Source: an optimization exercise on an open RTL-to-GDS flow (aim: small area, a short achievable clock period and few clock cycles). Production flows keep margins and buffers that such runs may drop. In this exercise RTL edits were held to simulation tests only and were not proved equivalent to the original.

<file path="design/flow/design.v">
module owc #(
    parameter [7:0] FAMILY_A = 8'h10,
    parameter [7:0] FAMILY_B = 8'h28
) (
    input             clk,
    input             rst,         
    input             cmd_valid,
    input      [15:0] cmd,
    output reg        rsp_valid,
    output reg [15:0] rsp,
    output reg        bus_req,
    output reg [1:0]  bus_op,      
    output reg        bus_wbit,
    input             bus_ack,
    input             bus_rbit
);
    localparam [2:0] C_OK = 3'd0, C_BUSEMPTY = 3'd1, C_ADDRCRC = 3'd2,
                     C_UNSUPPORTED = 3'd3, C_SPADCRC = 3'd4, C_NOMORE = 3'd5,
                     C_NODATA = 3'd6, C_ILLEGAL = 3'd7;
    localparam [1:0] PH_IDLE = 2'd0, PH_SEARCHING = 2'd1, PH_EXHAUSTED = 2'd2;
    localparam [1:0] OP_RESET = 2'd0, OP_READ = 2'd1, OP_WRITE = 2'd2;
    localparam [2:0] ST_RESET = 3'd0, ST_CMD = 3'd1, ST_ID = 3'd2,
                     ST_CMP = 3'd3, ST_DIR = 3'd4;
    localparam [7:0] SEARCH_CMD = 8'hF0;
    reg  [7:0]  crc_r;
    reg         ck, fd, ng;
    reg  [1:0]  phase;
    reg  [6:0]  lastd;
    reg  [63:0] rom;       
    reg  [71:0] bufr;      
    reg  [11:0] whole;
    reg  [6:0]  frac;
    reg  [3:0]  tlen;
    reg  [63:0] tstr;      
    reg         busy;
    reg  [2:0]  step;
    reg  [2:0]  cmd_bit;
    reg  [6:0]  k;
    reg  [6:0]  last_zero;
    reg  [63:0] work;
    reg         id_bit;
    function [7:0] crc8_byte;
        input [7:0] c_in;
        input [7:0] b;
        reg   [7:0] c;
        integer n;
        begin
            c = c_in ^ b;
            for (n = 0; n < 8; n = n + 1)
                c = c[0] ? ((c >> 1) ^ 8'h8C) : (c >> 1);
            crc8_byte = c;
        end
    endfunction
    reg [7:0] crc_rom;     
    reg [7:0] crc_buf;     
    integer j;
    always @* begin
        crc_rom = 8'h00;
        for (j = 0; j < 7; j = j + 1)
            crc_rom = crc8_byte(crc_rom, rom[8*j +: 8]);
        crc_buf = 8'h00;
        for (j = 0; j < 8; j = j + 1)
            crc_buf = crc8_byte(crc_buf, bufr[8*j +: 8]);
    end
    wire [15:0] raw    = bufr[15:0];
    wire        neg    = raw[15];
    wire [16:0] mag    = neg ? (17'h10000 - {1'b0, raw}) : {1'b0, raw};
    wire [17:0] scaled = mag * 6 + mag / 4;
    wire [17:0] whole_full = scaled / 100;
    wire [17:0] frac_full  = scaled % 100;
    wire [11:0] dec_whole  = whole_full[11:0];
    wire [6:0]  dec_frac   = frac_full[6:0];
    reg  [63:0] dec_str;
    reg  [3:0]  dec_len;
    reg  [3:0]  dig [0:3];         
    integer nd, p, q;
    always @* begin
        dig[0] = (dec_whole / 1000) % 10;
        dig[1] = (dec_whole / 100) % 10;
        dig[2] = (dec_whole / 10) % 10;
        dig[3] = dec_whole % 10;
        if (dec_whole >= 1000)     nd = 4;
        else if (dec_whole >= 100) nd = 3;
        else if (dec_whole >= 10)  nd = 2;
        else                       nd = 1;
        dec_str = 64'd0;
        p = 0;
        if (neg) begin
            dec_str[8*p +: 8] = 8'h2D;
            p = p + 1;
        end
        for (q = 0; q < 4; q = q + 1) begin
            if (q >= 4 - nd) begin
                dec_str[8*p +: 8] = 8'h30 + {4'd0, dig[q]};
                p = p + 1;
            end
        end
        dec_str[8*p +: 8] = 8'h2E;
        p = p + 1;
        dec_str[8*p +: 8] = 8'h30 + {1'b0, dec_frac / 10};
        p = p + 1;
        dec_str[8*p +: 8] = 8'h30 + {1'b0, dec_frac % 10};
        p = p + 1;
        dec_len = p[3:0];
    end
    wire [3:0] opc = cmd[15:12];
    wire [3:0] fa  = cmd[11:8];
    wire [7:0] fd8 = cmd[7:0];
    reg addr_mapped;
    always @* begin
        addr_mapped = (fd8 <= 8'h07) ||
                      (fd8 >= 8'h10 && fd8 <= 8'h17) ||
                      (fd8 >= 8'h20 && fd8 <= 8'h28) ||
                      (fd8 >= 8'h30 && fd8 <= 8'h37);
    end
    reg legal;
    always @* begin
        case (opc)
            4'h0, 4'h1, 4'h3, 4'h4, 4'h5, 4'h6: legal = (fa == 4'd0) && (fd8 == 8'd0);
            4'h2, 4'h7:                         legal = (fa == 4'd0);
            4'h8:                               legal = (fa <= 4'd8);
            4'h9:                               legal = (fa == 4'd0) && addr_mapped;
            default:                            legal = 1'b0;
        endcase
    end
    reg [7:0] rd_data;
    always @* begin
        rd_data = 8'h00;
        if (fd8 == 8'h00)                    rd_data = crc_r;
        else if (fd8 == 8'h01)               rd_data = {5'd0, ng, fd, ck};
        else if (fd8 == 8'h02)               rd_data = {6'd0, phase};
        else if (fd8 == 8'h03)               rd_data = {1'b0, lastd};
        else if (fd8 == 8'h04)               rd_data = whole[7:0];
        else if (fd8 == 8'h05)               rd_data = {4'd0, whole[11:8]};
        else if (fd8 == 8'h06)               rd_data = {1'b0, frac};
        else if (fd8 == 8'h07)               rd_data = {4'd0, tlen};
        else if (fd8[7:4] == 4'h1 && !fd8[3]) rd_data = rom[8*fd8[2:0] +: 8];
        else if (fd8[7:4] == 4'h2)           rd_data = bufr[8*fd8[3:0] +: 8];
        else if (fd8[7:4] == 4'h3 && !fd8[3]) rd_data = tstr[8*fd8[2:0] +: 8];
    end
    reg       dir;
    reg       disc;
    always @* begin
        disc = !id_bit && !bus_rbit;
        if (!disc)
            dir = id_bit;
        else if (k < lastd)
            dir = rom[k - 7'd1];
        else if (k == lastd)
            dir = 1'b1;
        else
            dir = 1'b0;
    end
    always @(posedge clk) begin
        if (rst) begin
            crc_r     <= 8'h00;
            ck        <= 1'b0;
            fd        <= 1'b0;
            ng        <= 1'b0;
            phase     <= PH_IDLE;
            lastd     <= 7'd0;
            rom       <= 64'd0;
            bufr      <= 72'd0;
            whole     <= 12'd0;
            frac      <= 7'd0;
            tlen      <= 4'd0;
            tstr      <= 64'd0;
            busy      <= 1'b0;
            step      <= ST_RESET;
            cmd_bit   <= 3'd0;
            k         <= 7'd0;
            last_zero <= 7'd0;
            work      <= 64'd0;
            id_bit    <= 1'b0;
            rsp_valid <= 1'b0;
            rsp       <= 16'h0000;
            bus_req   <= 1'b0;
            bus_op    <= OP_RESET;
            bus_wbit  <= 1'b0;
        end else begin
            rsp_valid <= 1'b0;
            if (busy) begin
                if (bus_req && bus_ack) begin
                    case (step)
                        ST_RESET: begin
                            if (!bus_rbit) begin
                                phase     <= PH_EXHAUSTED;
                                lastd     <= 7'd0;
                                fd        <= 1'b0;
                                busy      <= 1'b0;
                                bus_req   <= 1'b0;
                                rsp_valid <= 1'b1;
                                rsp       <= {5'd0, C_BUSEMPTY, 8'h00};
                            end else begin
                                step     <= ST_CMD;
                                cmd_bit  <= 3'd0;
                                bus_op   <= OP_WRITE;
                                bus_wbit <= SEARCH_CMD[0];
                            end
                        end
                        ST_CMD: begin
                            if (cmd_bit == 3'd7) begin
                                step      <= ST_ID;
                                k         <= 7'd1;
                                last_zero <= 7'd0;
                                work      <= 64'd0;
                                bus_op    <= OP_READ;
                            end else begin
                                cmd_bit  <= cmd_bit + 3'd1;
                                bus_wbit <= SEARCH_CMD[cmd_bit + 3'd1];
                            end
                        end
                        ST_ID: begin
                            id_bit <= bus_rbit;
                            step   <= ST_CMP;
                        end
                        ST_CMP: begin
                            if (id_bit && bus_rbit) begin
                                phase     <= PH_EXHAUSTED;
                                lastd     <= 7'd0;
                                fd        <= 1'b0;
                                busy      <= 1'b0;
                                bus_req   <= 1'b0;
                                rsp_valid <= 1'b1;
                                rsp       <= {5'd0, C_BUSEMPTY, 8'h00};
                            end else begin
                                work[k - 7'd1] <= dir;
                                if (disc && !dir)
                                    last_zero <= k;
                                step     <= ST_DIR;
                                bus_op   <= OP_WRITE;
                                bus_wbit <= dir;
                            end
                        end
                        ST_DIR: begin
                            if (k == 7'd64) begin
                                rom       <= work;
                                lastd     <= last_zero;
                                phase     <= (last_zero == 7'd0) ? PH_EXHAUSTED : PH_SEARCHING;
                                fd        <= 1'b1;
                                busy      <= 1'b0;
                                bus_req   <= 1'b0;
                                rsp_valid <= 1'b1;
                                rsp       <= {5'd0, C_OK, work[7:0]};
                            end else begin
                                k      <= k + 7'd1;
                                step   <= ST_ID;
                                bus_op <= OP_READ;
                            end
                        end
                        default: ;
                    endcase
                end
            end else if (cmd_valid) begin
                rsp_valid <= 1'b1;
                if (!legal) begin
                    rsp <= {5'd0, C_ILLEGAL, 8'h00};
                end else begin
                    case (opc)
                        4'h0: rsp <= {5'd0, C_OK, 8'h00};                    
                        4'h1: begin                                          
                            crc_r <= 8'h00;
                            rsp   <= {5'd0, C_OK, 8'h00};
                        end
                        4'h2: begin                                          
                            crc_r <= crc8_byte(crc_r, fd8);
                            rsp   <= {5'd0, C_OK, crc8_byte(crc_r, fd8)};
                        end
                        4'h3: begin                                          
                            if (!fd) begin
                                ck  <= 1'b0;
                                rsp <= {5'd0, C_NODATA, 8'h00};
                            end else if (crc_rom == rom[63:56]) begin
                                ck  <= 1'b1;
                                rsp <= {5'd0, C_OK, crc_rom};
                            end else begin
                                ck  <= 1'b0;
                                rsp <= {5'd0, C_ADDRCRC, crc_rom};
                            end
                        end
                        4'h4: begin                                          
                            if (crc_buf == bufr[71:64]) begin
                                ck  <= 1'b1;
                                rsp <= {5'd0, C_OK, crc_buf};
                            end else begin
                                ck  <= 1'b0;
                                rsp <= {5'd0, C_SPADCRC, crc_buf};
                            end
                        end
                        4'h5: begin                                          
                            phase <= PH_IDLE;
                            lastd <= 7'd0;
                            fd    <= 1'b0;
                            rsp   <= {5'd0, C_OK, 8'h00};
                        end
                        4'h6: begin                                          
                            if (phase == PH_EXHAUSTED) begin
                                fd  <= 1'b0;
                                rsp <= {5'd0, C_NOMORE, 8'h00};
                            end else begin
                                rsp_valid <= 1'b0;
                                busy      <= 1'b1;
                                step      <= ST_RESET;
                                bus_req   <= 1'b1;
                                bus_op    <= OP_RESET;
                                bus_wbit  <= 1'b0;
                            end
                        end
                        4'h7: begin                                          
                            if (fd8 != FAMILY_A && fd8 != FAMILY_B) begin
                                ck    <= 1'b0;
                                ng    <= 1'b0;
                                whole <= 12'd0;
                                frac  <= 7'd0;
                                tlen  <= 4'd0;
                                tstr  <= 64'd0;
                                rsp   <= {5'd0, C_UNSUPPORTED, fd8};
                            end else if (crc_buf != bufr[71:64]) begin
                                ck    <= 1'b0;
                                ng    <= 1'b0;
                                whole <= 12'd0;
                                frac  <= 7'd0;
                                tlen  <= 4'd0;
                                tstr  <= 64'd0;
                                rsp   <= {5'd0, C_SPADCRC, crc_buf};
                            end else begin
                                ck    <= 1'b1;
                                ng    <= neg;
                                whole <= dec_whole;
                                frac  <= dec_frac;
                                tlen  <= dec_len;
                                tstr  <= dec_str;
                                rsp   <= {5'd0, C_OK, 4'd0, dec_len};
                            end
                        end
                        4'h8: begin                                          
                            bufr[8*fa +: 8] <= fd8;
                            rsp <= {5'd0, C_OK, fd8};
                        end
                        4'h9: rsp <= {5'd0, C_OK, rd_data};                  
                        default: rsp <= {5'd0, C_ILLEGAL, 8'h00};
                    endcase
                end
            end
        end
    end
endmodule
</file>
<file path="design/flow/run.sh">
#!/bin/bash
# synth_recipe.tcl (not shown) runs the flow's synth.tcl, then flattens the netlist and writes it again
# the make line also repeats each setting of config.mk as NAME=value (left out here)
make -C /OpenROAD-flow-scripts/flow DESIGN_CONFIG=/design/flow/config.mk WORK_HOME=/design/flow/orfs CLKGATE_MAP_FILE= SYNTH_SCRIPT=/design/flow/synth_recipe.tcl finish
</file>
<file path="design/flow/config.mk">
export PLATFORM = sky130hd
export DESIGN_NAME = owc
export DESIGN_NICKNAME = owc
export VERILOG_FILES = /design/flow/design.v
export SDC_FILE = /design/flow/constraint.sdc
export NUM_CORES = 4
export LEC_CHECK = 0
export CAP_MARGIN = 20
export CORE_MARGIN = 2
export CORE_UTILIZATION = 40
export PLACE_DENSITY = 0.6
export SLEW_MARGIN = 20
</file>
<file path="design/flow/constraint.sdc">
create_clock -name core_clock -period 18.0 [get_ports {clk}]
set_input_delay 3.6000 -clock core_clock [delete_from_list [all_inputs] [get_ports {clk}]]
set_output_delay 3.6000 -clock core_clock [all_outputs]
set_load 0.01 [all_outputs]
</file>
==> results.cfg <==
[sta]
setup_viol_count_final = 0
holdWs_ps = 442
tightestPinTransition_ps = 1070
min_period_ps = 16890
hold_viol = 0
period_share_pct = 93.8
timing.fmax_mhz = 59.2
clock_skew_ps = 26.6
relSlewSlack_pct = 28.6
drv_slew = 0
tns_ps = 0

[place]
hpwl_mm = 77.4
place.port_buffers = 36
place_area_mm2 = 0.0319
routabilityCongestion = 0.977

[pwr]
leakage_uw = 0.0116
peakVddDrop_v = 0.0000738
pwr_density_cell_mw_per_mm2 = 72.4
power_uw = 2420

[setup_path]
end_kind = flop
required_ps = 18470
cp-startpoint = bufr[1]$_SDFFE_PP0P_
cp_slowest_cell = a221oi_1
cp_common_cell = ha_1
critPathLaunchType = flop
worstPathMaxFanout = 12
crit_arrival_ps = 17360
r2r-start = bufr[1]$_SDFFE_PP0P_
slowest_delay_ps = 620
crit_type = flop to flop

[final_layout]
layout_common_cells = nand2_1 (504), nor2_1 (445), dfxtp_1 (342)
area_growth_pct = 9.10
diodes = 0
layout.nets = 3983
final_cell_area_mm2 = 0.0334
drive_gt1_share_pct = 10.3
seq_area_mm2 = 0.00691
multi_input_area_mm2 = 0.0227
final_common_cell = nand2_1
fill_cells = 7641

[logic_synthesis]
synth_top_area_share_pct = 22.6
yosys-top-cells-area = dfxtp_1 (23%), xnor2_1 (9.7%), nand2_1 (6.2%)
synth_top_area_cell = dfxtp_1
synth.cell_area_mm2 = 0.0306
synth_cell_types = 133
avgSynthCellArea_um2 = 7.75
yosys_warnings = 2
syn_inst = 3951
synth.yosys.seq_area_share_pct = 22.6
synthArstFlopShare_pct = 0
ys_seq_elements = 345
synthFlopType = dfxtp_1
synth-edff-count = 0

[drt]
dr_total_vias = 30239
vias_per_cell = 6.18
initialDrtViolationCount = 3051
met1Wirelength_mm = 47.7
dr_wl_met3_mm = 6.96
drt-total-wl_mm = 105
dr.pass1.iters = 7
detail_route.drc_violations = 0
highest_layer = met4
drt.antenna.violating_nets = 0
wl_met2_mm = 47.4
wl_per_cell_um = 21.6

[global_routing]
grt_max_degree = 97
track_usage_pct = 25.9
grt_pass1_vias = 27589
grt_pass1_wl_mm = 164
antenna_found_initial = 0
overflow = 0

[clock_network]
clk_path_buf_depth = 3
clock-sinks = 345
cts_buffers = 39
cts_tree = built
path_clk_slew_ps = 60
clk_latency_ps = 580
cts-root-buf = clkbuf_16
htreeDepth = 2

[die]
die_w_um = 281
ioPinCount = 42
row_count = 101
dieArea_mm2 = 0.0788
core_mm2 = 0.0758
start_util_pct = 40.4
die_y_um = 281

[outcome]
status = finished clean

[flow_run]
max_cap_viol_count = 0

[worst_hold_path]
min-delay-start = tstr[0]$_SDFFE_PP0P_
hold_class = flop to flop
## cell families after synthesis
family	after synthesis	share of synthesized area [%]
XOR/XNOR	438	12.7
buffers and inverters	311	4.13
AO/OA/AOI/OAI	1153	26.5
flip-flops	345	22.6
AND/OR/NAND/NOR	1430	21.4
multiplexers	178	8.92
adder cells (fa/ha/maj)	94	3.81
other	2	0.0245
## cell type report
| type | instances | area share [%] |
|---|---|---|
| inverters | 82 | 0.936 |
| clock inverters | 16 | 0.674 |
| flip-flops and latches | 345 | 20.7 |
| multi-input cells | 3300 | 67.9 |
| well taps | 978 | 3.66 |
| clock buffers | 55 | 3.28 |
| repair buffers | 114 | 2.82 |
## synth_stat cells (all sizes together), types with 21 or more instances
cell type / n
o22ai: 33
nor3: 80
xnor2: 342
nand4: 21
or2: 26
and2: 36
nor2b: 34
buf: 52
o211ai: 38
nand3: 96
and3: 41
nand2: 505
mux4: 72
a21oi: 263
clkbuf: 177
a21o: 32
a31oi: 43
o21ai: 231
nand2b: 36
dfxtp: 345
a221oi: 29
mux2i: 84
nor4: 31
xor2: 96
inv: 79
nor2: 453
a211oi: 36
ha: 77
a22oi: 175
mux2: 22
## timing repair
action,CTS,global route
gates resized for setup,0,34
hold buffers,0,0
setup buffers,0,2
setup endpoints to repair,0,63
## critical path, delay by kind of cell (launching register included)
kind | cells | cell delay (ps)
mux | 3 | 1180
xor+xnor | 1 | 110
simple gates | 23 | 5550
buf+inv | 5 | 870
fa+ha+maj | 8 | 2770
compound gates | 24 | 5840
flops | 1 | 440
## metrics by stage
step	utilization, %	setup slack, ps	std cells
finish	44.1	1110	4890
global route	44.1	-12.6	4890
CTS	43.8	582	4888
detailed placement	42.0	684	4817
global placement	42.0	895	4817
floorplan	-	1870	3956
## registers in the layout, indices dropped and copies added (netlist names), 4 cells and up
register,cells
bufr,72
crc_r,8
frac,7
k,7
last_zero,7
lastd,7
rom,64
rsp,11
tlen,4
tstr,64
whole,12
work,64
## report_power, final
part	total [µW]	internal, µW	switching [µW]
clock network	846	487	359
registers	766	765	0.852
logic	805	245	560
total	2420	1500	920
## layer usage
| layer | up-vias | global-route usage (%) |
|---|---|---|
| met5 | - | 0 |
| met4 | 0 | 8.49 |
| met3 | 176 | 3.01 |
| met2 | 1208 | 41.1 |
| met1 | 14529 | 36.3 |
| li1 | 14326 | - |
## path summary, 6_finish.rpt
check | cells after the start | endpoint | slack, ps
worst max-delay path | 64 | tstr[59]$_SDFFE_PP0P_ | 1110
worst min-delay path | 2 | tstr[0]$_SDFFE_PP0P_ | 440
worst max register to register | 64 | tstr[59]$_SDFFE_PP0P_ | 1110
worst min register to register | 2 | tstr[0]$_SDFFE_PP0P_ | 440
Testbench counts, summed over its fixed seeds: cycles 38,774.

[afterwards: timing with drivers on the ports]
The flow's constraints put no driver on any port. The routed layout listed below was extracted and timed again, unchanged, in two steps.
Step 1 assumes that a clkbuf_16 drives the clock port and a buf_2 every other input.
Step 2 times the ports against the registers' clock, not the clock port: input delays grow and output delays shrink by t, the midpoint of the rising clock arrivals with the driver on.
a / b / c = ideal ports / drivers / drivers and shift; a / b = the first two.
t, ns: 0.631
setup WS [ns]: 1.110 / 1.110 / 1.110
hold WS [ns]: 0.442 / 0.442 / 0.442
After both steps setup and hold are still met in this run. The setup slack of this run moves by 0.000 ns with the drivers and by 0.000 ns with both steps.
